Background: an optimization exercise with open tools, aiming at small area, a short achievable clock period and few clock cycles. Do not read the settings as production practice. Function was checked by simulation only, so behaviour that the tests miss may differ from the original.

==> flow/design.v, too long to show whole: its modules and the start of the top module <==
// module isb_taps: 272 lines
// module isb_benc_s: 27 lines
// module isb_benc_b: 33 lines
// module isb_pp: 694 lines
// module qpsk_isb: 410 lines
module qpsk_isb (
    input  wire        clk,
    input  wire        rst,
    input  wire        cmd_valid,
    output wire        cmd_ready,
    input  wire [7:0]  cmd_op,
    input  wire [15:0] cmd_a0,
    input  wire [15:0] cmd_a1,
    output reg         rsp_valid,
    output reg         rsp_fault,
    output reg  [2:0]  rsp_cause,
    output reg  [15:0] rsp_r0,
    output reg  [15:0] rsp_r1
);
  // ...
==> flow/flow/run.sh <==
#!/bin/bash
# Layout: the standard flow (standard.sh, which runs ORFS from synthesis
# to the final layout at the design's clock period and constraints), with
# ORFS's timing repair (after floorplan, clock-tree synthesis and global
# routing) asked to leave a setup margin of 8.7 ns, and to work on every
# endpoint. The make output goes to standard_flow.log; ORFS keeps each
# step's log under orfs/logs/.
set -euo pipefail
bash standard.sh SETUP_SLACK_MARGIN=8.7 TNS_END_PERCENT=100 finish > standard_flow.log 2>&1
==> flow/standard.sh <==
#!/bin/bash
# synth_recipe.tcl (not shown) runs the flow's synth.tcl, then flattens the netlist and writes it again
# the make line also repeats each setting of config.mk as NAME=value (left out here)
make -C /OpenROAD-flow-scripts/flow DESIGN_CONFIG=/design/flow/config.mk WORK_HOME=/design/flow/orfs CLKGATE_MAP_FILE= SYNTH_SCRIPT=/design/flow/synth_recipe.tcl "${@:-finish}"
==> flow/config.mk <==
export PLATFORM = sky130hd
export DESIGN_NAME = qpsk_isb
export DESIGN_NICKNAME = qpsk_isb
export VERILOG_FILES = /design/flow/design.v
export SDC_FILE = /design/flow/constraint.sdc
export NUM_CORES = 4
export LEC_CHECK = 0
export CAP_MARGIN = 20
export CORE_MARGIN = 2
export CORE_UTILIZATION = 40
export SLEW_MARGIN = 20
export SYNTH_MEMORY_MAX_BITS = 131072
==> flow/constraint.sdc <==
create_clock -name core_clock -period 13.0 [get_ports {clk}]
set_input_delay 2.6000 -clock core_clock [delete_from_list [all_inputs] [get_ports {clk}]]
set_output_delay 2.6000 -clock core_clock [all_outputs]
set_load 0.01 [all_outputs]
==> key figures, run 1 <==
Die
  – Row cnt: 160

Global route
  – Most Crowded Layer GR: met2

CTS
  – Clk sinks: 1310

Place
  – DP HPWL: 164 mm
  – RePlAce Congestion: 1.02

Synth
  – Synth Area in Simple Gates: 7.18%
  – Post-synthesis mux area share: 10.6%
  – Leading area contributor after synthesis: edfxtp_1
  – Count of cell types in the netlist: 97
  – Yosys reg bits: 1310
  – Post-Syn Area: 0.0764 mm2
  – Cell count after synthesis: 6491
  – FFs w/ async S/R, synth: 0%
  – Post-synthesis sequential area ratio: 42.4%
  – Count leader, synth: dfxtp_1

Run
  – Max_cap viols: 0

Finish
  – Inverters: 541
  – Number of sequential cells: 1310
  – Sequential share of cell area: 38.2%
  – Area grow syn2layout: 11.3%

Setup path
  – Worst setup path class: flop to flop
  – CP endpoint: r_mb[6]
  – Critical path origin: cu_jj[2]
  – Critical Path Max Stage Delay: 900 ps

Detailed routing
  – DR vias: 52960
  – # DRC: 0

Status
  – Status: complete, no violations
Testbench counts, summed over its fixed seeds: cycles 8,138.
==> module isb_taps, before the edit <==
module isb_taps (
    input  wire [6:0]  jj,
    input  wire [1:0]  qq,
    output reg  [9:0] ms,
    output reg  [14:0] mb
);
    always @(*) begin
        case ({qq, jj[5:0], jj[6]})
            9'd0: begin ms = 10'd0; mb = 15'd0; end
            9'd2: begin ms = 10'd5; mb = 15'd106; end
            9'd4: begin ms = 10'd11; mb = 15'd214; end
            9'd6: begin ms = 10'd16; mb = 15'd324; end
            9'd8: begin ms = 10'd21; mb = 15'd437; end
            9'd10: begin ms = 10'd26; mb = 15'd551; end
            9'd12: begin ms = 10'd30; mb = 15'd668; end
            9'd14: begin ms = 10'd35; mb = 15'd788; end
            9'd16: begin ms = 10'd39; mb = 15'd909; end
            9'd18: begin ms = 10'd43; mb = 15'd1032; end
            9'd20: begin ms = 10'd47; mb = 15'd1158; end
            9'd22: begin ms = 10'd51; mb = 15'd1286; end
            9'd24: begin ms = 10'd55; mb = 15'd1416; end
            9'd26: begin ms = 10'd58; mb = 15'd1547; end
            9'd28: begin ms = 10'd61; mb = 15'd1681; end
            9'd30: begin ms = 10'd65; mb = 15'd1817; end
            9'd32: begin ms = 10'd68; mb = 15'd1955; end
            9'd34: begin ms = 10'd70; mb = 15'd2095; end
            9'd36: begin ms = 10'd73; mb = 15'd2236; end
            9'd38: begin ms = 10'd76; mb = 15'd2380; end
            9'd40: begin ms = 10'd78; mb = 15'd2525; end
            9'd42: begin ms = 10'd80; mb = 15'd2672; end
            9'd44: begin ms = 10'd82; mb = 15'd2820; end
            9'd46: begin ms = 10'd84; mb = 15'd2971; end
            9'd48: begin ms = 10'd86; mb = 15'd3123; end
            9'd50: begin ms = 10'd88; mb = 15'd3276; end
            9'd52: begin ms = 10'd90; mb = 15'd3431; end
            9'd54: begin ms = 10'd91; mb = 15'd3588; end
            9'd56: begin ms = 10'd92; mb = 15'd3746; end
            9'd58: begin ms = 10'd93; mb = 15'd3905; end
            9'd60: begin ms = 10'd94; mb = 15'd4066; end
            9'd62: begin ms = 10'd95; mb = 15'd4228; end
            9'd64: begin ms = 10'd96; mb = 15'd4391; end
            9'd66: begin ms = 10'd97; mb = 15'd4556; end
            9'd68: begin ms = 10'd97; mb = 15'd4721; end
            9'd70: begin ms = 10'd98; mb = 15'd4888; end
            9'd72: begin ms = 10'd98; mb = 15'd5056; end
            9'd74: begin ms = 10'd98; mb = 15'd5225; end
            9'd76: begin ms = 10'd99; mb = 15'd5394; end
            9'd78: begin ms = 10'd99; mb = 15'd5565; end
            9'd80: begin ms = 10'd98; mb = 15'd5736; end
            9'd82: begin ms = 10'd98; mb = 15'd5908; end
            9'd84: begin ms = 10'd98; mb = 15'd6081; end
            9'd86: begin ms = 10'd98; mb = 15'd6254; end
            9'd88: begin ms = 10'd97; mb = 15'd6428; end
            9'd90: begin ms = 10'd97; mb = 15'd6602; end
            9'd92: begin ms = 10'd96; mb = 15'd6777; end
            9'd94: begin ms = 10'd96; mb = 15'd6952; end
            9'd96: begin ms = 10'd95; mb = 15'd7128; end
            9'd98: begin ms = 10'd94; mb = 15'd7303; end
            9'd100: begin ms = 10'd93; mb = 15'd7479; end
            9'd102: begin ms = 10'd92; mb = 15'd7655; end
            9'd104: begin ms = 10'd91; mb = 15'd7831; end
            9'd106: begin ms = 10'd90; mb = 15'd8007; end
            9'd108: begin ms = 10'd89; mb = 15'd8183; end
            9'd110: begin ms = 10'd88; mb = 15'd8358; end
            9'd112: begin ms = 10'd87; mb = 15'd8534; end
            9'd114: begin ms = 10'd86; mb = 15'd8709; end
            9'd116: begin ms = 10'd84; mb = 15'd8883; end
            9'd118: begin ms = 10'd83; mb = 15'd9058; end
            9'd120: begin ms = 10'd82; mb = 15'd9231; end
            9'd122: begin ms = 10'd80; mb = 15'd9405; end
            9'd124: begin ms = 10'd79; mb = 15'd9577; end
            9'd126: begin ms = 10'd77; mb = 15'd9749; end
            9'd1: begin ms = 10'd76; mb = 15'd9920; end
            9'd128: begin ms = 10'd0; mb = 15'd0; end
            9'd130: begin ms = 10'd27; mb = 15'd28; end
            9'd132: begin ms = 10'd54; mb = 15'd56; end
            9'd134: begin ms = 10'd80; mb = 15'd86; end
            9'd136: begin ms = 10'd106; mb = 15'd115; end
            9'd138: begin ms = 10'd131; mb = 15'd145; end
            9'd140: begin ms = 10'd155; mb = 15'd176; end
            9'd142: begin ms = 10'd178; mb = 15'd208; end
            9'd144: begin ms = 10'd201; mb = 15'd239; end
            9'd146: begin ms = 10'd224; mb = 15'd272; end
            9'd148: begin ms = 10'd245; mb = 15'd305; end
            9'd150: begin ms = 10'd266; mb = 15'd338; end
            9'd152: begin ms = 10'd287; mb = 15'd372; end
            9'd154: begin ms = 10'd306; mb = 15'd406; end
            9'd156: begin ms = 10'd325; mb = 15'd441; end
            9'd158: begin ms = 10'd344; mb = 15'd476; end
            9'd160: begin ms = 10'd361; mb = 15'd511; end
            9'd162: begin ms = 10'd379; mb = 15'd547; end
            9'd164: begin ms = 10'd395; mb = 15'd583; end
            9'd166: begin ms = 10'd411; mb = 15'd620; end
            9'd168: begin ms = 10'd426; mb = 15'd657; end
            9'd170: begin ms = 10'd440; mb = 15'd694; end
            9'd172: begin ms = 10'd454; mb = 15'd731; end
            9'd174: begin ms = 10'd467; mb = 15'd769; end
            9'd176: begin ms = 10'd480; mb = 15'd807; end
            9'd178: begin ms = 10'd492; mb = 15'd845; end
            9'd180: begin ms = 10'd503; mb = 15'd884; end
            9'd182: begin ms = 10'd513; mb = 15'd922; end
            9'd184: begin ms = 10'd523; mb = 15'd961; end
            9'd186: begin ms = 10'd533; mb = 15'd1000; end
            9'd188: begin ms = 10'd542; mb = 15'd1039; end
            9'd190: begin ms = 10'd550; mb = 15'd1077; end
            9'd192: begin ms = 10'd557; mb = 15'd1116; end
            9'd194: begin ms = 10'd564; mb = 15'd1155; end
            9'd196: begin ms = 10'd571; mb = 15'd1194; end
            9'd198: begin ms = 10'd576; mb = 15'd1233; end
            9'd200: begin ms = 10'd582; mb = 15'd1272; end
            9'd202: begin ms = 10'd586; mb = 15'd1311; end
            9'd204: begin ms = 10'd591; mb = 15'd1349; end
            9'd206: begin ms = 10'd594; mb = 15'd1387; end
            9'd208: begin ms = 10'd597; mb = 15'd1426; end
            9'd210: begin ms = 10'd600; mb = 15'd1464; end
            9'd212: begin ms = 10'd602; mb = 15'd1501; end
            9'd214: begin ms = 10'd603; mb = 15'd1538; end
            9'd216: begin ms = 10'd604; mb = 15'd1575; end
            9'd218: begin ms = 10'd605; mb = 15'd1612; end
            9'd220: begin ms = 10'd605; mb = 15'd1648; end
            9'd222: begin ms = 10'd605; mb = 15'd1684; end
            9'd224: begin ms = 10'd604; mb = 15'd1719; end
            9'd226: begin ms = 10'd603; mb = 15'd1754; end
            9'd228: begin ms = 10'd601; mb = 15'd1788; end
            9'd230: begin ms = 10'd599; mb = 15'd1822; end
            9'd232: begin ms = 10'd596; mb = 15'd1855; end
            9'd234: begin ms = 10'd593; mb = 15'd1887; end
            9'd236: begin ms = 10'd590; mb = 15'd1919; end
            9'd238: begin ms = 10'd586; mb = 15'd1950; end
            9'd240: begin ms = 10'd582; mb = 15'd1980; end
            9'd242: begin ms = 10'd578; mb = 15'd2010; end
            9'd244: begin ms = 10'd573; mb = 15'd2038; end
            9'd246: begin ms = 10'd568; mb = 15'd2066; end
            9'd248: begin ms = 10'd563; mb = 15'd2093; end
            9'd250: begin ms = 10'd557; mb = 15'd2119; end
            9'd252: begin ms = 10'd551; mb = 15'd2144; end
            9'd254: begin ms = 10'd545; mb = 15'd2167; end
            9'd129: begin ms = 10'd538; mb = 15'd2190; end
            9'd256: begin ms = 10'd0; mb = 15'd0; end
            9'd258: begin ms = 10'd6; mb = 15'd103; end
            9'd260: begin ms = 10'd11; mb = 15'd205; end
            9'd262: begin ms = 10'd17; mb = 15'd303; end
            9'd264: begin ms = 10'd24; mb = 15'd400; end
            9'd266: begin ms = 10'd30; mb = 15'd494; end
            9'd268: begin ms = 10'd36; mb = 15'd586; end
            9'd270: begin ms = 10'd43; mb = 15'd675; end
            9'd272: begin ms = 10'd50; mb = 15'd762; end
            9'd274: begin ms = 10'd57; mb = 15'd847; end
            9'd276: begin ms = 10'd64; mb = 15'd929; end
            9'd278: begin ms = 10'd71; mb = 15'd1009; end
            9'd280: begin ms = 10'd78; mb = 15'd1086; end
            9'd282: begin ms = 10'd86; mb = 15'd1161; end
            9'd284: begin ms = 10'd93; mb = 15'd1234; end
            9'd286: begin ms = 10'd101; mb = 15'd1305; end
            9'd288: begin ms = 10'd109; mb = 15'd1373; end
            9'd290: begin ms = 10'd117; mb = 15'd1438; end
            9'd292: begin ms = 10'd125; mb = 15'd1501; end
            9'd294: begin ms = 10'd134; mb = 15'd1562; end
            9'd296: begin ms = 10'd142; mb = 15'd1621; end
            9'd298: begin ms = 10'd151; mb = 15'd1677; end
            9'd300: begin ms = 10'd160; mb = 15'd1731; end
            9'd302: begin ms = 10'd168; mb = 15'd1783; end
            9'd304: begin ms = 10'd177; mb = 15'd1832; end
            9'd306: begin ms = 10'd186; mb = 15'd1879; end
            9'd308: begin ms = 10'd195; mb = 15'd1924; end
            9'd310: begin ms = 10'd205; mb = 15'd1967; end
            9'd312: begin ms = 10'd214; mb = 15'd2007; end
            9'd314: begin ms = 10'd223; mb = 15'd2045; end
            9'd316: begin ms = 10'd233; mb = 15'd2081; end
            9'd318: begin ms = 10'd242; mb = 15'd2115; end
            9'd320: begin ms = 10'd252; mb = 15'd2146; end
            9'd322: begin ms = 10'd261; mb = 15'd2176; end
            9'd324: begin ms = 10'd271; mb = 15'd2203; end
            9'd326: begin ms = 10'd281; mb = 15'd2229; end
            9'd328: begin ms = 10'd290; mb = 15'd2252; end
            9'd330: begin ms = 10'd300; mb = 15'd2273; end
            9'd332: begin ms = 10'd310; mb = 15'd2292; end
            9'd334: begin ms = 10'd320; mb = 15'd2310; end
            9'd336: begin ms = 10'd329; mb = 15'd2325; end
            9'd338: begin ms = 10'd339; mb = 15'd2338; end
            9'd340: begin ms = 10'd349; mb = 15'd2350; end
            9'd342: begin ms = 10'd358; mb = 15'd2359; end
            9'd344: begin ms = 10'd368; mb = 15'd2367; end
            9'd346: begin ms = 10'd378; mb = 15'd2373; end
            9'd348: begin ms = 10'd387; mb = 15'd2377; end
            9'd350: begin ms = 10'd397; mb = 15'd2380; end
            9'd352: begin ms = 10'd406; mb = 15'd2381; end
            9'd354: begin ms = 10'd416; mb = 15'd2380; end
            9'd356: begin ms = 10'd425; mb = 15'd2377; end
            9'd358: begin ms = 10'd434; mb = 15'd2373; end
            9'd360: begin ms = 10'd443; mb = 15'd2368; end
            9'd362: begin ms = 10'd452; mb = 15'd2360; end
            9'd364: begin ms = 10'd461; mb = 15'd2352; end
            9'd366: begin ms = 10'd469; mb = 15'd2342; end
            9'd368: begin ms = 10'd478; mb = 15'd2330; end
            9'd370: begin ms = 10'd486; mb = 15'd2317; end
            9'd372: begin ms = 10'd494; mb = 15'd2303; end
            9'd374: begin ms = 10'd502; mb = 15'd2287; end
            9'd376: begin ms = 10'd510; mb = 15'd2270; end
            9'd378: begin ms = 10'd517; mb = 15'd2252; end
            9'd380: begin ms = 10'd524; mb = 15'd2232; end
            9'd382: begin ms = 10'd531; mb = 15'd2212; end
            9'd257: begin ms = 10'd538; mb = 15'd2190; end
            9'd384: begin ms = 10'd0; mb = 15'd16384; end
            9'd386: begin ms = 10'd0; mb = 15'd16381; end
            9'd388: begin ms = 10'd1; mb = 15'd16378; end
            9'd390: begin ms = 10'd1; mb = 15'd16369; end
            9'd392: begin ms = 10'd2; mb = 15'd16355; end
            9'd394: begin ms = 10'd2; mb = 15'd16339; end
            9'd396: begin ms = 10'd3; mb = 15'd16320; end
            9'd398: begin ms = 10'd3; mb = 15'd16296; end
            9'd400: begin ms = 10'd4; mb = 15'd16268; end
            9'd402: begin ms = 10'd4; mb = 15'd16237; end
            9'd404: begin ms = 10'd5; mb = 15'd16203; end
            9'd406: begin ms = 10'd6; mb = 15'd16165; end
            9'd408: begin ms = 10'd6; mb = 15'd16122; end
            9'd410: begin ms = 10'd7; mb = 15'd16077; end
            9'd412: begin ms = 10'd8; mb = 15'd16029; end
            9'd414: begin ms = 10'd9; mb = 15'd15977; end
            9'd416: begin ms = 10'd9; mb = 15'd15920; end
            9'd418: begin ms = 10'd10; mb = 15'd15858; end
            9'd420: begin ms = 10'd11; mb = 15'd15796; end
            9'd422: begin ms = 10'd12; mb = 15'd15729; end
            9'd424: begin ms = 10'd13; mb = 15'd15660; end
            9'd426: begin ms = 10'd14; mb = 15'd15586; end
            9'd428: begin ms = 10'd15; mb = 15'd15509; end
            9'd430: begin ms = 10'd16; mb = 15'd15430; end
            9'd432: begin ms = 10'd17; mb = 15'd15346; end
            9'd434: begin ms = 10'd18; mb = 15'd15260; end
            9'd436: begin ms = 10'd19; mb = 15'd15172; end
            9'd438: begin ms = 10'd20; mb = 15'd15078; end
            9'd440: begin ms = 10'd22; mb = 15'd14983; end
            9'd442: begin ms = 10'd23; mb = 15'd14884; end
            9'd444: begin ms = 10'd24; mb = 15'd14781; end
            9'd446: begin ms = 10'd25; mb = 15'd14676; end
            9'd448: begin ms = 10'd27; mb = 15'd14569; end
            9'd450: begin ms = 10'd28; mb = 15'd14459; end
            9'd452: begin ms = 10'd29; mb = 15'd14344; end
            9'd454: begin ms = 10'd31; mb = 15'd14230; end
            9'd456: begin ms = 10'd32; mb = 15'd14110; end
            9'd458: begin ms = 10'd33; mb = 15'd13988; end
            9'd460: begin ms = 10'd35; mb = 15'd13864; end
            9'd462: begin ms = 10'd36; mb = 15'd13737; end
            9'd464: begin ms = 10'd38; mb = 15'd13609; end
            9'd466: begin ms = 10'd39; mb = 15'd13476; end
            9'd468: begin ms = 10'd41; mb = 15'd13342; end
            9'd470: begin ms = 10'd42; mb = 15'd13206; end
            9'd472: begin ms = 10'd44; mb = 15'd13067; end
            9'd474: begin ms = 10'd45; mb = 15'd12926; end
            9'd476: begin ms = 10'd47; mb = 15'd12783; end
            9'd478: begin ms = 10'd49; mb = 15'd12639; end
            9'd480: begin ms = 10'd50; mb = 15'd12491; end
            9'd482: begin ms = 10'd52; mb = 15'd12342; end
            9'd484: begin ms = 10'd53; mb = 15'd12190; end
            9'd486: begin ms = 10'd55; mb = 15'd12038; end
            9'd488: begin ms = 10'd57; mb = 15'd11885; end
            9'd490: begin ms = 10'd58; mb = 15'd11727; end
            9'd492: begin ms = 10'd60; mb = 15'd11570; end
            9'd494: begin ms = 10'd62; mb = 15'd11413; end
            9'd496: begin ms = 10'd63; mb = 15'd11250; end
            9'd498: begin ms = 10'd65; mb = 15'd11089; end
            9'd500: begin ms = 10'd66; mb = 15'd10925; end
            9'd502: begin ms = 10'd68; mb = 15'd10760; end
            9'd504: begin ms = 10'd70; mb = 15'd10595; end
            9'd506: begin ms = 10'd71; mb = 15'd10427; end
            9'd508: begin ms = 10'd73; mb = 15'd10260; end
            9'd510: begin ms = 10'd74; mb = 15'd10089; end
            9'd385: begin ms = 10'd76; mb = 15'd9920; end
            default: begin ms = 10'd0; mb = 15'd0; end
        endcase
    end
endmodule
==> inputs of run 2 (changes only) <==
--- a/flow/design.v
+++ b/flow/design.v
@@ -5,269 +5,273 @@
     output reg  [14:0] mb
 );
     always @(*) begin
-        case ({qq, jj[5:0], jj[6]})
-            9'd0: begin ms = 10'd0; mb = 15'd0; end
-            9'd2: begin ms = 10'd5; mb = 15'd106; end
-            9'd4: begin ms = 10'd11; mb = 15'd214; end
-            9'd6: begin ms = 10'd16; mb = 15'd324; end
-            9'd8: begin ms = 10'd21; mb = 15'd437; end
-            9'd10: begin ms = 10'd26; mb = 15'd551; end
-            9'd12: begin ms = 10'd30; mb = 15'd668; end
-            9'd14: begin ms = 10'd35; mb = 15'd788; end
-            9'd16: begin ms = 10'd39; mb = 15'd909; end
-            9'd18: begin ms = 10'd43; mb = 15'd1032; end
-            9'd20: begin ms = 10'd47; mb = 15'd1158; end
-            9'd22: begin ms = 10'd51; mb = 15'd1286; end
-            9'd24: begin ms = 10'd55; mb = 15'd1416; end
-            9'd26: begin ms = 10'd58; mb = 15'd1547; end
-            9'd28: begin ms = 10'd61; mb = 15'd1681; end
-            9'd30: begin ms = 10'd65; mb = 15'd1817; end
-            9'd32: begin ms = 10'd68; mb = 15'd1955; end
-            9'd34: begin ms = 10'd70; mb = 15'd2095; end
-            9'd36: begin ms = 10'd73; mb = 15'd2236; end
-            9'd38: begin ms = 10'd76; mb = 15'd2380; end
-            9'd40: begin ms = 10'd78; mb = 15'd2525; end
-            9'd42: begin ms = 10'd80; mb = 15'd2672; end
-            9'd44: begin ms = 10'd82; mb = 15'd2820; end
-            9'd46: begin ms = 10'd84; mb = 15'd2971; end
-            9'd48: begin ms = 10'd86; mb = 15'd3123; end
-            9'd50: begin ms = 10'd88; mb = 15'd3276; end
-            9'd52: begin ms = 10'd90; mb = 15'd3431; end
-            9'd54: begin ms = 10'd91; mb = 15'd3588; end
-            9'd56: begin ms = 10'd92; mb = 15'd3746; end
-            9'd58: begin ms = 10'd93; mb = 15'd3905; end
-            9'd60: begin ms = 10'd94; mb = 15'd4066; end
-            9'd62: begin ms = 10'd95; mb = 15'd4228; end
-            9'd64: begin ms = 10'd96; mb = 15'd4391; end
-            9'd66: begin ms = 10'd97; mb = 15'd4556; end
-            9'd68: begin ms = 10'd97; mb = 15'd4721; end
-            9'd70: begin ms = 10'd98; mb = 15'd4888; end
-            9'd72: begin ms = 10'd98; mb = 15'd5056; end
-            9'd74: begin ms = 10'd98; mb = 15'd5225; end
-            9'd76: begin ms = 10'd99; mb = 15'd5394; end
-            9'd78: begin ms = 10'd99; mb = 15'd5565; end
-            9'd80: begin ms = 10'd98; mb = 15'd5736; end
-            9'd82: begin ms = 10'd98; mb = 15'd5908; end
-            9'd84: begin ms = 10'd98; mb = 15'd6081; end
-            9'd86: begin ms = 10'd98; mb = 15'd6254; end
-            9'd88: begin ms = 10'd97; mb = 15'd6428; end
-            9'd90: begin ms = 10'd97; mb = 15'd6602; end
-            9'd92: begin ms = 10'd96; mb = 15'd6777; end
-            9'd94: begin ms = 10'd96; mb = 15'd6952; end
-            9'd96: begin ms = 10'd95; mb = 15'd7128; end
-            9'd98: begin ms = 10'd94; mb = 15'd7303; end
-            9'd100: begin ms = 10'd93; mb = 15'd7479; end
-            9'd102: begin ms = 10'd92; mb = 15'd7655; end
-            9'd104: begin ms = 10'd91; mb = 15'd7831; end
-            9'd106: begin ms = 10'd90; mb = 15'd8007; end
-            9'd108: begin ms = 10'd89; mb = 15'd8183; end
-            9'd110: begin ms = 10'd88; mb = 15'd8358; end
-            9'd112: begin ms = 10'd87; mb = 15'd8534; end
-            9'd114: begin ms = 10'd86; mb = 15'd8709; end
-            9'd116: begin ms = 10'd84; mb = 15'd8883; end
-            9'd118: begin ms = 10'd83; mb = 15'd9058; end
-            9'd120: begin ms = 10'd82; mb = 15'd9231; end
-            9'd122: begin ms = 10'd80; mb = 15'd9405; end
-            9'd124: begin ms = 10'd79; mb = 15'd9577; end
-            9'd126: begin ms = 10'd77; mb = 15'd9749; end
-            9'd1: begin ms = 10'd76; mb = 15'd9920; end
-            9'd128: begin ms = 10'd0; mb = 15'd0; end
-            9'd130: begin ms = 10'd27; mb = 15'd28; end
-            9'd132: begin ms = 10'd54; mb = 15'd56; end
-            9'd134: begin ms = 10'd80; mb = 15'd86; end
-            9'd136: begin ms = 10'd106; mb = 15'd115; end
-            9'd138: begin ms = 10'd131; mb = 15'd145; end
-            9'd140: begin ms = 10'd155; mb = 15'd176; end
-            9'd142: begin ms = 10'd178; mb = 15'd208; end
-            9'd144: begin ms = 10'd201; mb = 15'd239; end
-            9'd146: begin ms = 10'd224; mb = 15'd272; end
-            9'd148: begin ms = 10'd245; mb = 15'd305; end
-            9'd150: begin ms = 10'd266; mb = 15'd338; end
-            9'd152: begin ms = 10'd287; mb = 15'd372; end
-            9'd154: begin ms = 10'd306; mb = 15'd406; end
-            9'd156: begin ms = 10'd325; mb = 15'd441; end
-            9'd158: begin ms = 10'd344; mb = 15'd476; end
-            9'd160: begin ms = 10'd361; mb = 15'd511; end
-            9'd162: begin ms = 10'd379; mb = 15'd547; end
-            9'd164: begin ms = 10'd395; mb = 15'd583; end
-            9'd166: begin ms = 10'd411; mb = 15'd620; end
-            9'd168: begin ms = 10'd426; mb = 15'd657; end
-            9'd170: begin ms = 10'd440; mb = 15'd694; end
-            9'd172: begin ms = 10'd454; mb = 15'd731; end
-            9'd174: begin ms = 10'd467; mb = 15'd769; end
-            9'd176: begin ms = 10'd480; mb = 15'd807; end
-            9'd178: begin ms = 10'd492; mb = 15'd845; end
-            9'd180: begin ms = 10'd503; mb = 15'd884; end
-            9'd182: begin ms = 10'd513; mb = 15'd922; end
-            9'd184: begin ms = 10'd523; mb = 15'd961; end
-            9'd186: begin ms = 10'd533; mb = 15'd1000; end
-            9'd188: begin ms = 10'd542; mb = 15'd1039; end
-            9'd190: begin ms = 10'd550; mb = 15'd1077; end
-            9'd192: begin ms = 10'd557; mb = 15'd1116; end
-            9'd194: begin ms = 10'd564; mb = 15'd1155; end
-            9'd196: begin ms = 10'd571; mb = 15'd1194; end
-            9'd198: begin ms = 10'd576; mb = 15'd1233; end
-            9'd200: begin ms = 10'd582; mb = 15'd1272; end
-            9'd202: begin ms = 10'd586; mb = 15'd1311; end
-            9'd204: begin ms = 10'd591; mb = 15'd1349; end
-            9'd206: begin ms = 10'd594; mb = 15'd1387; end
-            9'd208: begin ms = 10'd597; mb = 15'd1426; end
-            9'd210: begin ms = 10'd600; mb = 15'd1464; end
-            9'd212: begin ms = 10'd602; mb = 15'd1501; end
-            9'd214: begin ms = 10'd603; mb = 15'd1538; end
-            9'd216: begin ms = 10'd604; mb = 15'd1575; end
-            9'd218: begin ms = 10'd605; mb = 15'd1612; end
-            9'd220: begin ms = 10'd605; mb = 15'd1648; end
-            9'd222: begin ms = 10'd605; mb = 15'd1684; end
-            9'd224: begin ms = 10'd604; mb = 15'd1719; end
-            9'd226: begin ms = 10'd603; mb = 15'd1754; end
-            9'd228: begin ms = 10'd601; mb = 15'd1788; end
-            9'd230: begin ms = 10'd599; mb = 15'd1822; end
-            9'd232: begin ms = 10'd596; mb = 15'd1855; end
-            9'd234: begin ms = 10'd593; mb = 15'd1887; end
-            9'd236: begin ms = 10'd590; mb = 15'd1919; end
-            9'd238: begin ms = 10'd586; mb = 15'd1950; end
-            9'd240: begin ms = 10'd582; mb = 15'd1980; end
-            9'd242: begin ms = 10'd578; mb = 15'd2010; end
-            9'd244: begin ms = 10'd573; mb = 15'd2038; end
-            9'd246: begin ms = 10'd568; mb = 15'd2066; end
-            9'd248: begin ms = 10'd563; mb = 15'd2093; end
-            9'd250: begin ms = 10'd557; mb = 15'd2119; end
-            9'd252: begin ms = 10'd551; mb = 15'd2144; end
-            9'd254: begin ms = 10'd545; mb = 15'd2167; end
-            9'd129: begin ms = 10'd538; mb = 15'd2190; end
-            9'd256: begin ms = 10'd0; mb = 15'd0; end
-            9'd258: begin ms = 10'd6; mb = 15'd103; end
-            9'd260: begin ms = 10'd11; mb = 15'd205; end
-            9'd262: begin ms = 10'd17; mb = 15'd303; end
-            9'd264: begin ms = 10'd24; mb = 15'd400; end
-            9'd266: begin ms = 10'd30; mb = 15'd494; end
-            9'd268: begin ms = 10'd36; mb = 15'd586; end
-            9'd270: begin ms = 10'd43; mb = 15'd675; end
-            9'd272: begin ms = 10'd50; mb = 15'd762; end
-            9'd274: begin ms = 10'd57; mb = 15'd847; end
-            9'd276: begin ms = 10'd64; mb = 15'd929; end
-            9'd278: begin ms = 10'd71; mb = 15'd1009; end
-            9'd280: begin ms = 10'd78; mb = 15'd1086; end
-            9'd282: begin ms = 10'd86; mb = 15'd1161; end
-            9'd284: begin ms = 10'd93; mb = 15'd1234; end
-            9'd286: begin ms = 10'd101; mb = 15'd1305; end
-            9'd288: begin ms = 10'd109; mb = 15'd1373; end
-            9'd290: begin ms = 10'd117; mb = 15'd1438; end
-            9'd292: begin ms = 10'd125; mb = 15'd1501; end
-            9'd294: begin ms = 10'd134; mb = 15'd1562; end
-            9'd296: begin ms = 10'd142; mb = 15'd1621; end
-            9'd298: begin ms = 10'd151; mb = 15'd1677; end
-            9'd300: begin ms = 10'd160; mb = 15'd1731; end
-            9'd302: begin ms = 10'd168; mb = 15'd1783; end
-            9'd304: begin ms = 10'd177; mb = 15'd1832; end
-            9'd306: begin ms = 10'd186; mb = 15'd1879; end
-            9'd308: begin ms = 10'd195; mb = 15'd1924; end
-            9'd310: begin ms = 10'd205; mb = 15'd1967; end
-            9'd312: begin ms = 10'd214; mb = 15'd2007; end
-            9'd314: begin ms = 10'd223; mb = 15'd2045; end
-            9'd316: begin ms = 10'd233; mb = 15'd2081; end
-            9'd318: begin ms = 10'd242; mb = 15'd2115; end
-            9'd320: begin ms = 10'd252; mb = 15'd2146; end
-            9'd322: begin ms = 10'd261; mb = 15'd2176; end
-            9'd324: begin ms = 10'd271; mb = 15'd2203; end
-            9'd326: begin ms = 10'd281; mb = 15'd2229; end
-            9'd328: begin ms = 10'd290; mb = 15'd2252; end
-            9'd330: begin ms = 10'd300; mb = 15'd2273; end
-            9'd332: begin ms = 10'd310; mb = 15'd2292; end
-            9'd334: begin ms = 10'd320; mb = 15'd2310; end
-            9'd336: begin ms = 10'd329; mb = 15'd2325; end
-            9'd338: begin ms = 10'd339; mb = 15'd2338; end
-            9'd340: begin ms = 10'd349; mb = 15'd2350; end
-            9'd342: begin ms = 10'd358; mb = 15'd2359; end
-            9'd344: begin ms = 10'd368; mb = 15'd2367; end
-            9'd346: begin ms = 10'd378; mb = 15'd2373; end
-            9'd348: begin ms = 10'd387; mb = 15'd2377; end
-            9'd350: begin ms = 10'd397; mb = 15'd2380; end
-            9'd352: begin ms = 10'd406; mb = 15'd2381; end
-            9'd354: begin ms = 10'd416; mb = 15'd2380; end
-            9'd356: begin ms = 10'd425; mb = 15'd2377; end
-            9'd358: begin ms = 10'd434; mb = 15'd2373; end
-            9'd360: begin ms = 10'd443; mb = 15'd2368; end
-            9'd362: begin ms = 10'd452; mb = 15'd2360; end
-            9'd364: begin ms = 10'd461; mb = 15'd2352; end
-            9'd366: begin ms = 10'd469; mb = 15'd2342; end
-            9'd368: begin ms = 10'd478; mb = 15'd2330; end
-            9'd370: begin ms = 10'd486; mb = 15'd2317; end
-            9'd372: begin ms = 10'd494; mb = 15'd2303; end
-            9'd374: begin ms = 10'd502; mb = 15'd2287; end
-            9'd376: begin ms = 10'd510; mb = 15'd2270; end
-            9'd378: begin ms = 10'd517; mb = 15'd2252; end
-            9'd380: begin ms = 10'd524; mb = 15'd2232; end
-            9'd382: begin ms = 10'd531; mb = 15'd2212; end
-            9'd257: begin ms = 10'd538; mb = 15'd2190; end
-            9'd384: begin ms = 10'd0; mb = 15'd16384; end
-            9'd386: begin ms = 10'd0; mb = 15'd16381; end
-            9'd388: begin ms = 10'd1; mb = 15'd16378; end
-            9'd390: begin ms = 10'd1; mb = 15'd16369; end
-            9'd392: begin ms = 10'd2; mb = 15'd16355; end
-            9'd394: begin ms = 10'd2; mb = 15'd16339; end
-            9'd396: begin ms = 10'd3; mb = 15'd16320; end
-            9'd398: begin ms = 10'd3; mb = 15'd16296; end
-            9'd400: begin ms = 10'd4; mb = 15'd16268; end
-            9'd402: begin ms = 10'd4; mb = 15'd16237; end
-            9'd404: begin ms = 10'd5; mb = 15'd16203; end
-            9'd406: begin ms = 10'd6; mb = 15'd16165; end
-            9'd408: begin ms = 10'd6; mb = 15'd16122; end
-            9'd410: begin ms = 10'd7; mb = 15'd16077; end
-            9'd412: begin ms = 10'd8; mb = 15'd16029; end
-            9'd414: begin ms = 10'd9; mb = 15'd15977; end
-            9'd416: begin ms = 10'd9; mb = 15'd15920; end
-            9'd418: begin ms = 10'd10; mb = 15'd15858; end
-            9'd420: begin ms = 10'd11; mb = 15'd15796; end
-            9'd422: begin ms = 10'd12; mb = 15'd15729; end
-            9'd424: begin ms = 10'd13; mb = 15'd15660; end
-            9'd426: begin ms = 10'd14; mb = 15'd15586; end
-            9'd428: begin ms = 10'd15; mb = 15'd15509; end
-            9'd430: begin ms = 10'd16; mb = 15'd15430; end
-            9'd432: begin ms = 10'd17; mb = 15'd15346; end
-            9'd434: begin ms = 10'd18; mb = 15'd15260; end
-            9'd436: begin ms = 10'd19; mb = 15'd15172; end
-            9'd438: begin ms = 10'd20; mb = 15'd15078; end
-            9'd440: begin ms = 10'd22; mb = 15'd14983; end
-            9'd442: begin ms = 10'd23; mb = 15'd14884; end
-            9'd444: begin ms = 10'd24; mb = 15'd14781; end
-            9'd446: begin ms = 10'd25; mb = 15'd14676; end
-            9'd448: begin ms = 10'd27; mb = 15'd14569; end
-            9'd450: begin ms = 10'd28; mb = 15'd14459; end
-            9'd452: begin ms = 10'd29; mb = 15'd14344; end
-            9'd454: begin ms = 10'd31; mb = 15'd14230; end
-            9'd456: begin ms = 10'd32; mb = 15'd14110; end
-            9'd458: begin ms = 10'd33; mb = 15'd13988; end
-            9'd460: begin ms = 10'd35; mb = 15'd13864; end
-            9'd462: begin ms = 10'd36; mb = 15'd13737; end
-            9'd464: begin ms = 10'd38; mb = 15'd13609; end
-            9'd466: begin ms = 10'd39; mb = 15'd13476; end
-            9'd468: begin ms = 10'd41; mb = 15'd13342; end
-            9'd470: begin ms = 10'd42; mb = 15'd13206; end
-            9'd472: begin ms = 10'd44; mb = 15'd13067; end
-            9'd474: begin ms = 10'd45; mb = 15'd12926; end
-            9'd476: begin ms = 10'd47; mb = 15'd12783; end
-            9'd478: begin ms = 10'd49; mb = 15'd12639; end
-            9'd480: begin ms = 10'd50; mb = 15'd12491; end
-            9'd482: begin ms = 10'd52; mb = 15'd12342; end
-            9'd484: begin ms = 10'd53; mb = 15'd12190; end
-            9'd486: begin ms = 10'd55; mb = 15'd12038; end
-            9'd488: begin ms = 10'd57; mb = 15'd11885; end
-            9'd490: begin ms = 10'd58; mb = 15'd11727; end
-            9'd492: begin ms = 10'd60; mb = 15'd11570; end
-            9'd494: begin ms = 10'd62; mb = 15'd11413; end
-            9'd496: begin ms = 10'd63; mb = 15'd11250; end
-            9'd498: begin ms = 10'd65; mb = 15'd11089; end
-            9'd500: begin ms = 10'd66; mb = 15'd10925; end
-            9'd502: begin ms = 10'd68; mb = 15'd10760; end
-            9'd504: begin ms = 10'd70; mb = 15'd10595; end
-            9'd506: begin ms = 10'd71; mb = 15'd10427; end
-            9'd508: begin ms = 10'd73; mb = 15'd10260; end
-            9'd510: begin ms = 10'd74; mb = 15'd10089; end
-            9'd385: begin ms = 10'd76; mb = 15'd9920; end
-            default: begin ms = 10'd0; mb = 15'd0; end
-        endcase
+        if (jj[6]) begin
+            case (qq)
+                2'd0: begin ms = 10'd76; mb = 15'd9920; end
+                2'd1: begin ms = 10'd538; mb = 15'd2190; end
+                2'd2: begin ms = 10'd538; mb = 15'd2190; end
+                2'd3: begin ms = 10'd76; mb = 15'd9920; end
+            endcase
+        end else begin
+            case ({qq, jj[5:0]})
+                8'd0: begin ms = 10'd0; mb = 15'd0; end
+                8'd1: begin ms = 10'd5; mb = 15'd106; end
+                8'd2: begin ms = 10'd11; mb = 15'd214; end
+                8'd3: begin ms = 10'd16; mb = 15'd324; end
+                8'd4: begin ms = 10'd21; mb = 15'd437; end
+                8'd5: begin ms = 10'd26; mb = 15'd551; end
+                8'd6: begin ms = 10'd30; mb = 15'd668; end
+                8'd7: begin ms = 10'd35; mb = 15'd788; end
+                8'd8: begin ms = 10'd39; mb = 15'd909; end
+                8'd9: begin ms = 10'd43; mb = 15'd1032; end
+                8'd10: begin ms = 10'd47; mb = 15'd1158; end
+                8'd11: begin ms = 10'd51; mb = 15'd1286; end
+                8'd12: begin ms = 10'd55; mb = 15'd1416; end
+                8'd13: begin ms = 10'd58; mb = 15'd1547; end
+                8'd14: begin ms = 10'd61; mb = 15'd1681; end
+                8'd15: begin ms = 10'd65; mb = 15'd1817; end
+                8'd16: begin ms = 10'd68; mb = 15'd1955; end
+                8'd17: begin ms = 10'd70; mb = 15'd2095; end
+                8'd18: begin ms = 10'd73; mb = 15'd2236; end
+                8'd19: begin ms = 10'd76; mb = 15'd2380; end
+                8'd20: begin ms = 10'd78; mb = 15'd2525; end
+                8'd21: begin ms = 10'd80; mb = 15'd2672; end
+                8'd22: begin ms = 10'd82; mb = 15'd2820; end
+                8'd23: begin ms = 10'd84; mb = 15'd2971; end
+                8'd24: begin ms = 10'd86; mb = 15'd3123; end
+                8'd25: begin ms = 10'd88; mb = 15'd3276; end
+                8'd26: begin ms = 10'd90; mb = 15'd3431; end
+                8'd27: begin ms = 10'd91; mb = 15'd3588; end
+                8'd28: begin ms = 10'd92; mb = 15'd3746; end
+                8'd29: begin ms = 10'd93; mb = 15'd3905; end
+                8'd30: begin ms = 10'd94; mb = 15'd4066; end
+                8'd31: begin ms = 10'd95; mb = 15'd4228; end
+                8'd32: begin ms = 10'd96; mb = 15'd4391; end
+                8'd33: begin ms = 10'd97; mb = 15'd4556; end
+                8'd34: begin ms = 10'd97; mb = 15'd4721; end
+                8'd35: begin ms = 10'd98; mb = 15'd4888; end
+                8'd36: begin ms = 10'd98; mb = 15'd5056; end
+                8'd37: begin ms = 10'd98; mb = 15'd5225; end
+                8'd38: begin ms = 10'd99; mb = 15'd5394; end
+                8'd39: begin ms = 10'd99; mb = 15'd5565; end
+                8'd40: begin ms = 10'd98; mb = 15'd5736; end
+                8'd41: begin ms = 10'd98; mb = 15'd5908; end
+                8'd42: begin ms = 10'd98; mb = 15'd6081; end
+                8'd43: begin ms = 10'd98; mb = 15'd6254; end
+                8'd44: begin ms = 10'd97; mb = 15'd6428; end
+                8'd45: begin ms = 10'd97; mb = 15'd6602; end
+                8'd46: begin ms = 10'd96; mb = 15'd6777; end
+                8'd47: begin ms = 10'd96; mb = 15'd6952; end
+                8'd48: begin ms = 10'd95; mb = 15'd7128; end
+                8'd49: begin ms = 10'd94; mb = 15'd7303; end
+                8'd50: begin ms = 10'd93; mb = 15'd7479; end
+                8'd51: begin ms = 10'd92; mb = 15'd7655; end
+                8'd52: begin ms = 10'd91; mb = 15'd7831; end
+                8'd53: begin ms = 10'd90; mb = 15'd8007; end
+                8'd54: begin ms = 10'd89; mb = 15'd8183; end
+                8'd55: begin ms = 10'd88; mb = 15'd8358; end
+                8'd56: begin ms = 10'd87; mb = 15'd8534; end
+                8'd57: begin ms = 10'd86; mb = 15'd8709; end
+                8'd58: begin ms = 10'd84; mb = 15'd8883; end
+                8'd59: begin ms = 10'd83; mb = 15'd9058; end
+                8'd60: begin ms = 10'd82; mb = 15'd9231; end
+                8'd61: begin ms = 10'd80; mb = 15'd9405; end
+                8'd62: begin ms = 10'd79; mb = 15'd9577; end
+                8'd63: begin ms = 10'd77; mb = 15'd9749; end
+                8'd64: begin ms = 10'd0; mb = 15'd0; end
+                8'd65: begin ms = 10'd27; mb = 15'd28; end
+                8'd66: begin ms = 10'd54; mb = 15'd56; end
+                8'd67: begin ms = 10'd80; mb = 15'd86; end
+                8'd68: begin ms = 10'd106; mb = 15'd115; end
+                8'd69: begin ms = 10'd131; mb = 15'd145; end
+                8'd70: begin ms = 10'd155; mb = 15'd176; end
+                8'd71: begin ms = 10'd178; mb = 15'd208; end
+                8'd72: begin ms = 10'd201; mb = 15'd239; end
+                8'd73: begin ms = 10'd224; mb = 15'd272; end
+                8'd74: begin ms = 10'd245; mb = 15'd305; end
+                8'd75: begin ms = 10'd266; mb = 15'd338; end
+                8'd76: begin ms = 10'd287; mb = 15'd372; end
+                8'd77: begin ms = 10'd306; mb = 15'd406; end
+                8'd78: begin ms = 10'd325; mb = 15'd441; end
+                8'd79: begin ms = 10'd344; mb = 15'd476; end
+                8'd80: begin ms = 10'd361; mb = 15'd511; end
+                8'd81: begin ms = 10'd379; mb = 15'd547; end
+                8'd82: begin ms = 10'd395; mb = 15'd583; end
+                8'd83: begin ms = 10'd411; mb = 15'd620; end
+                8'd84: begin ms = 10'd426; mb = 15'd657; end
+                8'd85: begin ms = 10'd440; mb = 15'd694; end
+                8'd86: begin ms = 10'd454; mb = 15'd731; end
+                8'd87: begin ms = 10'd467; mb = 15'd769; end
+                8'd88: begin ms = 10'd480; mb = 15'd807; end
+                8'd89: begin ms = 10'd492; mb = 15'd845; end
+                8'd90: begin ms = 10'd503; mb = 15'd884; end
+                8'd91: begin ms = 10'd513; mb = 15'd922; end
+                8'd92: begin ms = 10'd523; mb = 15'd961; end
+                8'd93: begin ms = 10'd533; mb = 15'd1000; end
+                8'd94: begin ms = 10'd542; mb = 15'd1039; end
+                8'd95: begin ms = 10'd550; mb = 15'd1077; end
+                8'd96: begin ms = 10'd557; mb = 15'd1116; end
+                8'd97: begin ms = 10'd564; mb = 15'd1155; end
+                8'd98: begin ms = 10'd571; mb = 15'd1194; end
+                8'd99: begin ms = 10'd576; mb = 15'd1233; end
+                8'd100: begin ms = 10'd582; mb = 15'd1272; end
+                8'd101: begin ms = 10'd586; mb = 15'd1311; end
+                8'd102: begin ms = 10'd591; mb = 15'd1349; end
+                8'd103: begin ms = 10'd594; mb = 15'd1387; end
+                8'd104: begin ms = 10'd597; mb = 15'd1426; end
+                8'd105: begin ms = 10'd600; mb = 15'd1464; end
+                8'd106: begin ms = 10'd602; mb = 15'd1501; end
+                8'd107: begin ms = 10'd603; mb = 15'd1538; end
+                8'd108: begin ms = 10'd604; mb = 15'd1575; end
+                8'd109: begin ms = 10'd605; mb = 15'd1612; end
+                8'd110: begin ms = 10'd605; mb = 15'd1648; end
+                8'd111: begin ms = 10'd605; mb = 15'd1684; end
+                8'd112: begin ms = 10'd604; mb = 15'd1719; end
+                8'd113: begin ms = 10'd603; mb = 15'd1754; end
+                8'd114: begin ms = 10'd601; mb = 15'd1788; end
+                8'd115: begin ms = 10'd599; mb = 15'd1822; end
+                8'd116: begin ms = 10'd596; mb = 15'd1855; end
+                8'd117: begin ms = 10'd593; mb = 15'd1887; end
+                8'd118: begin ms = 10'd590; mb = 15'd1919; end
+                8'd119: begin ms = 10'd586; mb = 15'd1950; end
+                8'd120: begin ms = 10'd582; mb = 15'd1980; end
+                8'd121: begin ms = 10'd578; mb = 15'd2010; end
+                8'd122: begin ms = 10'd573; mb = 15'd2038; end
+                8'd123: begin ms = 10'd568; mb = 15'd2066; end
+                8'd124: begin ms = 10'd563; mb = 15'd2093; end
+                8'd125: begin ms = 10'd557; mb = 15'd2119; end
+                8'd126: begin ms = 10'd551; mb = 15'd2144; end
+                8'd127: begin ms = 10'd545; mb = 15'd2167; end
+                8'd128: begin ms = 10'd0; mb = 15'd0; end
+                8'd129: begin ms = 10'd6; mb = 15'd103; end
+                8'd130: begin ms = 10'd11; mb = 15'd205; end
+                8'd131: begin ms = 10'd17; mb = 15'd303; end
+                8'd132: begin ms = 10'd24; mb = 15'd400; end
+                8'd133: begin ms = 10'd30; mb = 15'd494; end
+                8'd134: begin ms = 10'd36; mb = 15'd586; end
+                8'd135: begin ms = 10'd43; mb = 15'd675; end
+                8'd136: begin ms = 10'd50; mb = 15'd762; end
+                8'd137: begin ms = 10'd57; mb = 15'd847; end
+                8'd138: begin ms = 10'd64; mb = 15'd929; end
+                8'd139: begin ms = 10'd71; mb = 15'd1009; end
+                8'd140: begin ms = 10'd78; mb = 15'd1086; end
+                8'd141: begin ms = 10'd86; mb = 15'd1161; end
+                8'd142: begin ms = 10'd93; mb = 15'd1234; end
+                8'd143: begin ms = 10'd101; mb = 15'd1305; end
+                8'd144: begin ms = 10'd109; mb = 15'd1373; end
+                8'd145: begin ms = 10'd117; mb = 15'd1438; end
+                8'd146: begin ms = 10'd125; mb = 15'd1501; end
+                8'd147: begin ms = 10'd134; mb = 15'd1562; end
+                8'd148: begin ms = 10'd142; mb = 15'd1621; end
+                8'd149: begin ms = 10'd151; mb = 15'd1677; end
+                8'd150: begin ms = 10'd160; mb = 15'd1731; end
+                8'd151: begin ms = 10'd168; mb = 15'd1783; end
+                8'd152: begin ms = 10'd177; mb = 15'd1832; end
+                8'd153: begin ms = 10'd186; mb = 15'd1879; end
+                8'd154: begin ms = 10'd195; mb = 15'd1924; end
+                8'd155: begin ms = 10'd205; mb = 15'd1967; end
+                8'd156: begin ms = 10'd214; mb = 15'd2007; end
+                8'd157: begin ms = 10'd223; mb = 15'd2045; end
+                8'd158: begin ms = 10'd233; mb = 15'd2081; end
+                8'd159: begin ms = 10'd242; mb = 15'd2115; end
+                8'd160: begin ms = 10'd252; mb = 15'd2146; end
+                8'd161: begin ms = 10'd261; mb = 15'd2176; end
+                8'd162: begin ms = 10'd271; mb = 15'd2203; end
+                8'd163: begin ms = 10'd281; mb = 15'd2229; end
+                8'd164: begin ms = 10'd290; mb = 15'd2252; end
+                8'd165: begin ms = 10'd300; mb = 15'd2273; end
+                8'd166: begin ms = 10'd310; mb = 15'd2292; end
+                8'd167: begin ms = 10'd320; mb = 15'd2310; end
+                8'd168: begin ms = 10'd329; mb = 15'd2325; end
+                8'd169: begin ms = 10'd339; mb = 15'd2338; end
+                8'd170: begin ms = 10'd349; mb = 15'd2350; end
+                8'd171: begin ms = 10'd358; mb = 15'd2359; end
+                8'd172: begin ms = 10'd368; mb = 15'd2367; end
+                8'd173: begin ms = 10'd378; mb = 15'd2373; end
+                8'd174: begin ms = 10'd387; mb = 15'd2377; end
+                8'd175: begin ms = 10'd397; mb = 15'd2380; end
+                8'd176: begin ms = 10'd406; mb = 15'd2381; end
+                8'd177: begin ms = 10'd416; mb = 15'd2380; end
+                8'd178: begin ms = 10'd425; mb = 15'd2377; end
+                8'd179: begin ms = 10'd434; mb = 15'd2373; end
+                8'd180: begin ms = 10'd443; mb = 15'd2368; end
+                8'd181: begin ms = 10'd452; mb = 15'd2360; end
+                8'd182: begin ms = 10'd461; mb = 15'd2352; end
+                8'd183: begin ms = 10'd469; mb = 15'd2342; end
+                8'd184: begin ms = 10'd478; mb = 15'd2330; end
+                8'd185: begin ms = 10'd486; mb = 15'd2317; end
+                8'd186: begin ms = 10'd494; mb = 15'd2303; end
+                8'd187: begin ms = 10'd502; mb = 15'd2287; end
+                8'd188: begin ms = 10'd510; mb = 15'd2270; end
+                8'd189: begin ms = 10'd517; mb = 15'd2252; end
+                8'd190: begin ms = 10'd524; mb = 15'd2232; end
+                8'd191: begin ms = 10'd531; mb = 15'd2212; end
+                8'd192: begin ms = 10'd0; mb = 15'd16384; end
+                8'd193: begin ms = 10'd0; mb = 15'd16381; end
+                8'd194: begin ms = 10'd1; mb = 15'd16378; end
+                8'd195: begin ms = 10'd1; mb = 15'd16369; end
+                8'd196: begin ms = 10'd2; mb = 15'd16355; end
+                8'd197: begin ms = 10'd2; mb = 15'd16339; end
+                8'd198: begin ms = 10'd3; mb = 15'd16320; end
+                8'd199: begin ms = 10'd3; mb = 15'd16296; end
+                8'd200: begin ms = 10'd4; mb = 15'd16268; end
+                8'd201: begin ms = 10'd4; mb = 15'd16237; end
+                8'd202: begin ms = 10'd5; mb = 15'd16203; end
+                8'd203: begin ms = 10'd6; mb = 15'd16165; end
+                8'd204: begin ms = 10'd6; mb = 15'd16122; end
+                8'd205: begin ms = 10'd7; mb = 15'd16077; end
+                8'd206: begin ms = 10'd8; mb = 15'd16029; end
+                8'd207: begin ms = 10'd9; mb = 15'd15977; end
+                8'd208: begin ms = 10'd9; mb = 15'd15920; end
+                8'd209: begin ms = 10'd10; mb = 15'd15858; end
+                8'd210: begin ms = 10'd11; mb = 15'd15796; end
+                8'd211: begin ms = 10'd12; mb = 15'd15729; end
+                8'd212: begin ms = 10'd13; mb = 15'd15660; end
+                8'd213: begin ms = 10'd14; mb = 15'd15586; end
+                8'd214: begin ms = 10'd15; mb = 15'd15509; end
+                8'd215: begin ms = 10'd16; mb = 15'd15430; end
+                8'd216: begin ms = 10'd17; mb = 15'd15346; end
+                8'd217: begin ms = 10'd18; mb = 15'd15260; end
+                8'd218: begin ms = 10'd19; mb = 15'd15172; end
+                8'd219: begin ms = 10'd20; mb = 15'd15078; end
+                8'd220: begin ms = 10'd22; mb = 15'd14983; end
+                8'd221: begin ms = 10'd23; mb = 15'd14884; end
+                8'd222: begin ms = 10'd24; mb = 15'd14781; end
+                8'd223: begin ms = 10'd25; mb = 15'd14676; end
+                8'd224: begin ms = 10'd27; mb = 15'd14569; end
+                8'd225: begin ms = 10'd28; mb = 15'd14459; end
+                8'd226: begin ms = 10'd29; mb = 15'd14344; end
+                8'd227: begin ms = 10'd31; mb = 15'd14230; end
+                8'd228: begin ms = 10'd32; mb = 15'd14110; end
+                8'd229: begin ms = 10'd33; mb = 15'd13988; end
+                8'd230: begin ms = 10'd35; mb = 15'd13864; end
+                8'd231: begin ms = 10'd36; mb = 15'd13737; end
+                8'd232: begin ms = 10'd38; mb = 15'd13609; end
+                8'd233: begin ms = 10'd39; mb = 15'd13476; end
+                8'd234: begin ms = 10'd41; mb = 15'd13342; end
+                8'd235: begin ms = 10'd42; mb = 15'd13206; end
+                8'd236: begin ms = 10'd44; mb = 15'd13067; end
+                8'd237: begin ms = 10'd45; mb = 15'd12926; end
+                8'd238: begin ms = 10'd47; mb = 15'd12783; end
+                8'd239: begin ms = 10'd49; mb = 15'd12639; end
+                8'd240: begin ms = 10'd50; mb = 15'd12491; end
+                8'd241: begin ms = 10'd52; mb = 15'd12342; end
+                8'd242: begin ms = 10'd53; mb = 15'd12190; end
+                8'd243: begin ms = 10'd55; mb = 15'd12038; end
+                8'd244: begin ms = 10'd57; mb = 15'd11885; end
+                8'd245: begin ms = 10'd58; mb = 15'd11727; end
+                8'd246: begin ms = 10'd60; mb = 15'd11570; end
+                8'd247: begin ms = 10'd62; mb = 15'd11413; end
+                8'd248: begin ms = 10'd63; mb = 15'd11250; end
+                8'd249: begin ms = 10'd65; mb = 15'd11089; end
+                8'd250: begin ms = 10'd66; mb = 15'd10925; end
+                8'd251: begin ms = 10'd68; mb = 15'd10760; end
+                8'd252: begin ms = 10'd70; mb = 15'd10595; end
+                8'd253: begin ms = 10'd71; mb = 15'd10427; end
+                8'd254: begin ms = 10'd73; mb = 15'd10260; end
+                8'd255: begin ms = 10'd74; mb = 15'd10089; end
+            endcase
+        end
     end
 endmodule
 module isb_benc_s (
==> flow/flow/run.sh (replaced) <==
#!/bin/bash
# Layout: the standard flow (standard.sh, which runs ORFS from synthesis
# to the final layout at the design's clock period and constraints), with
# ORFS's timing repair (after floorplan, clock-tree synthesis and global
# routing) asked to leave a setup margin of 9.2 ns, and to work on every
# endpoint. The make output goes to standard_flow.log; ORFS keeps each
# step's log under orfs/logs/.
set -euo pipefail
bash standard.sh SETUP_SLACK_MARGIN=9.2 TNS_END_PERCENT=100 finish > standard_flow.log 2>&1
==> run 2 against run 1 <==
Critical path type unchanged. Register-to-register slack improved by 130 ps. Clock skew up 5.7 ps. Die area shrank 0.62%. Worst setup slack gained 130 ps. Area after synthesis fell by 0.63%. Non-clock buffer count is 35 higher. Synthesized cell count fell by 1.8%.
==> key figures, run 2 <==
Status
  – Status: complete, no violations

Die
  – Die area: 0.193 mm2
  – Die W: 440 um
  – Initial Util: 40.3%
  – Core ar.: 0.188 mm2
  – IO Pins: 81
  – Die height: 440 um
  – Row cnt: 159 (-0.63%)

Finish
  – Area grow syn2layout: 13.2%
  – Fin util: 45.7%
  – Top Registers: dli: 256 flops, dlq: 256 flops, tk: 36 flops
  – Most frequent cells in the layout: edfxtp_1, dfxtp_1, inv_1
  – Share of cells above drive strength 1: 18.7%
  – Most common cell after layout, fill and taps aside: edfxtp_1
  – Layout Cell Area excl Fill: 0.0860 mm2
  – Fillcell total: 16871
  – Nets: 7028

Global route
  – Largest net degree at the start of global routing: 130
  – Total congestion overflow: 0
  – Initial antenna violation count: 12
  – Global Route Usage Sum: 23.8%
  – First-pass GRT wire length: 346 mm
  – Vias in the first global route: 52789

STA
  – Final Hold Viols: 0
  – Final setup viols: 0
  – Final Cycle Share: 31.6%
  – Sum Neg Setup Slack: 0 ps
  – Worst clock skew: 44.4 ps
  – RSZ-0062 raised after global routing: yes
  – Maximum clock rate: 0.243 GHz
  – Slew headroom: 23.2%
  – Worst hold margin: 319 ps
  – Max Slew Vio Count: 0
  – Least-Margin Pin Slew: 1150 ps
  – Period minus WS final: 4110 ps

Detailed routing
  – Final WL: 232 mm
  – DR vias: 51851 (-2.1%)
  – Via-to-Cell Ratio: 5.82
  – Routed wire length per instance: 26.1 um
  – # DRC: 0 (unchanged)
  – First-pass detailed-route iteration total: 8
  – Drt initial violations: 6064
  – Final ANT Viol Nets: 0

CTS
  – CTS tree: yes
  – Hold Buf Count CTS: 0
  – H-tree depth: 4
  – Max Root-Sink Buffers: 3
  – Worst skew pair latency: 810 ps
  – CTS buffer count: 143
  – Clock slew at reported path FFs: 60 ps
  – Clk sinks: 1310 (unchanged)
  – Clock Tree Root: clkbuf_16

Setup path
  – FF-to-FF Start: s_two[1]
  – CP endpoint: pc_q[14]
  – Most numerous cell on the critical path: inv_2
  – R2r worst-path depth: 14
  – CP bufs+invs: 6
  – Type of origin of the critical path: flop
  – Crit path DAT: 4840 ps
  – Crit. path cell count: 14
  – Critical path origin: s_two[1]
  – Worst setup EP type: flop
  – Reg2reg setup slack: 8890 ps
  – Cell family with most CP delay: adder cells
  – Worst setup path class: flop to flop
  – Critical Path Max Stage Delay: 540 ps (-360 ps)
  – CP Max Fanout: 7
  – Slowest cell on crit path: fa_1
  – Critical Path, Cell by Cell: buf_12, buf_6, a22oi_2, xnor2_1, fa_1, inv_2, fa_1, inv_2, fa_2, inv_2, fa_2, fa_1, inv_2, fa_2
  – Critical Path RT: 13730 ps
  – Capturing point of the worst reg2reg path: pc_q[14]

Synth
  – Post-synthesis sequential area ratio: 42.7% (+0.27 points)
  – Top_reg_cell synth: dfxtp_1
  – Syn. warnings: 3
  – FFs w/ async S/R, synth: 0% (unchanged)
  – Number of synthesized flops with an enable pin: 617
  – Yosys reg bits: 1310 (unchanged)
  – Synth area leaders: edfxtp_1, dfxtp_1, fa_1
  – Count leader, synth: dfxtp_1
  – Mapped Nets: 7117
  – Count of cell types in the netlist: 91 (-6.2%)
  – Syn Area/Cell: 11.9 um2
  – Post-Syn Area: 0.0759 mm2 (-0.63%)
  – Leading area contributor after synthesis: edfxtp_1
  – Yosys top cell area share: 24.4%
  – Cell count after synthesis: 6375 (-1.8%)
  – Commonest cells in the netlist: dfxtp_1, edfxtp_1, inv_1

Place
  – RePlAce Congestion: 1.02 (+0.32%)
  – Number of buffers added on ports: 80
  – DP HPWL: 144 mm (-12%)
  – Dpl cell area: 0.0792 mm2

Run
  – Max_cap viols: 0 (unchanged)

Hold path
  – Hold Path Depth: 0
  – Hold Path Class: flop to flop
[run 2: repair_timing]
action                                  CTS  global route
resized for setup                       391           166
pin swaps                               104            80
buffers inserted                         49            22
endpoints found under the setup margin  121           127
cloned                                   11             3
[run 2: layer usage]
| metal | vias up | global-route usage, % | part of all wire (%) | wire (um) |
|---|---|---|---|---|
| met3 | 605 | 5.11 | 9.0 | 20900 |
| li1 | 22336 | - | - | - |
| met2 | 2602 | 37.4 | 46 | 107000 |
| met5 | - | 0 | 0.019 | 45 |
| met4 | 8 | 9.72 | 4.3 | 9940 |
| met1 | 26300 | 32.1 | 41 | 94400 |
[run 2: per-stage QoR]
step,cells,worst slack [ps]
4_1_cts,8872,8930
6_report,8903,8890
3_3_place_gp,8551,8570
2_1_floorplan,6375,9140
5_1_grt,8898,8800
3_5_place_dp,8551,8570
[run 2: worst register-to-register path: cells and delay by family (launching register included)]
kind | cells | cell delay, ps
buf+inv | 6 | 460
flops | 1 | 390
fa+ha+maj | 6 | 2930
compound gates | 1 | 160
xor+xnor | 1 | 110
[run 2: worst min-delay path by stage]
stage | endpoint | from | slack [ps]
floorplan | m_first | r_first | 310
global placement | m_last | r_last | 310
detailed placement | xi_s[0] | ri_s[0] | 310
CTS | xi_b[2] | ri_b[2] | 310
global route | xq_s[8] | rq_s[8] | 320
finish | w2_i[10] | w1_i[10] | 320
[run 2: area by class of cell]
| class | instances | area (um2) | area share, % |
|---|---|---|---|
| timing repair buffer | 279 | 2890 | 3.37 |
| sequential | 1310 | 32600 | 37.9 |
| multi-input combinational | 4008 | 40400 | 47.0 |
| tap | 2495 | 3120 | 3.63 |
| antenna | 6 | 15.0 | 0.0175 |
| clock buffer | 204 | 4100 | 4.77 |
| inverter | 544 | 2060 | 2.40 |
| clock inverter | 57 | 781 | 0.908 |
[run 2: cell families (layout without fill, tap and decap cells)]
group                      Yosys count  in the layout  share of synthesized area, %
other                                0              6                             0
muxes                              414            414                          10.9
adders and majority gates          700            700                          16.5
DFF                               1310           1310                          42.7
xor gates and xnor gates           589            589                          6.80
and+or+nand+nor                   1085           1085                          7.04
AOI/OAI and AO/OA                 1220           1220                          10.8
buffers and inverters             1057           1084                          5.28
Testbench counts of run 2, summed over its fixed seeds: cycles 8,138.

[afterwards: timing with drivers on the ports]
How much do the figures lean on ideal ports? The routed layouts below were timed once more, with nothing changed but the port constraints. Step 1 (the two cells are an assumption about what drives the block):
set clk [get_ports {clk}]
set_driving_cell -lib_cell sky130_fd_sc_hd__clkbuf_16 $clk
set_driving_cell -lib_cell sky130_fd_sc_hd__buf_2 [delete_from_list [all_inputs] $clk]
Step 2 times the ports against the registers' clock, not the clock port: input delays grow and output delays shrink by t, the midpoint of the rising clock arrivals with the driver on. Three values: ideal, step 1, step 2; two values: the first two.
run	shift t [ns]	setup slack, ns	clock arrival spread, ns	worst register clock-pin slew, ns
run 1	0.847	8.761 / 8.703 / 8.556	0.043 / 0.043	0.07 / 0.07
run 2	0.872	8.887 / 8.887 / 8.589	0.046 / 0.046	0.07 / 0.07
After both steps every run listed still meets setup and hold. The setup slack of run 2, which loses most, moves by 0.000 ns with the drivers and by -0.298 ns with both steps.
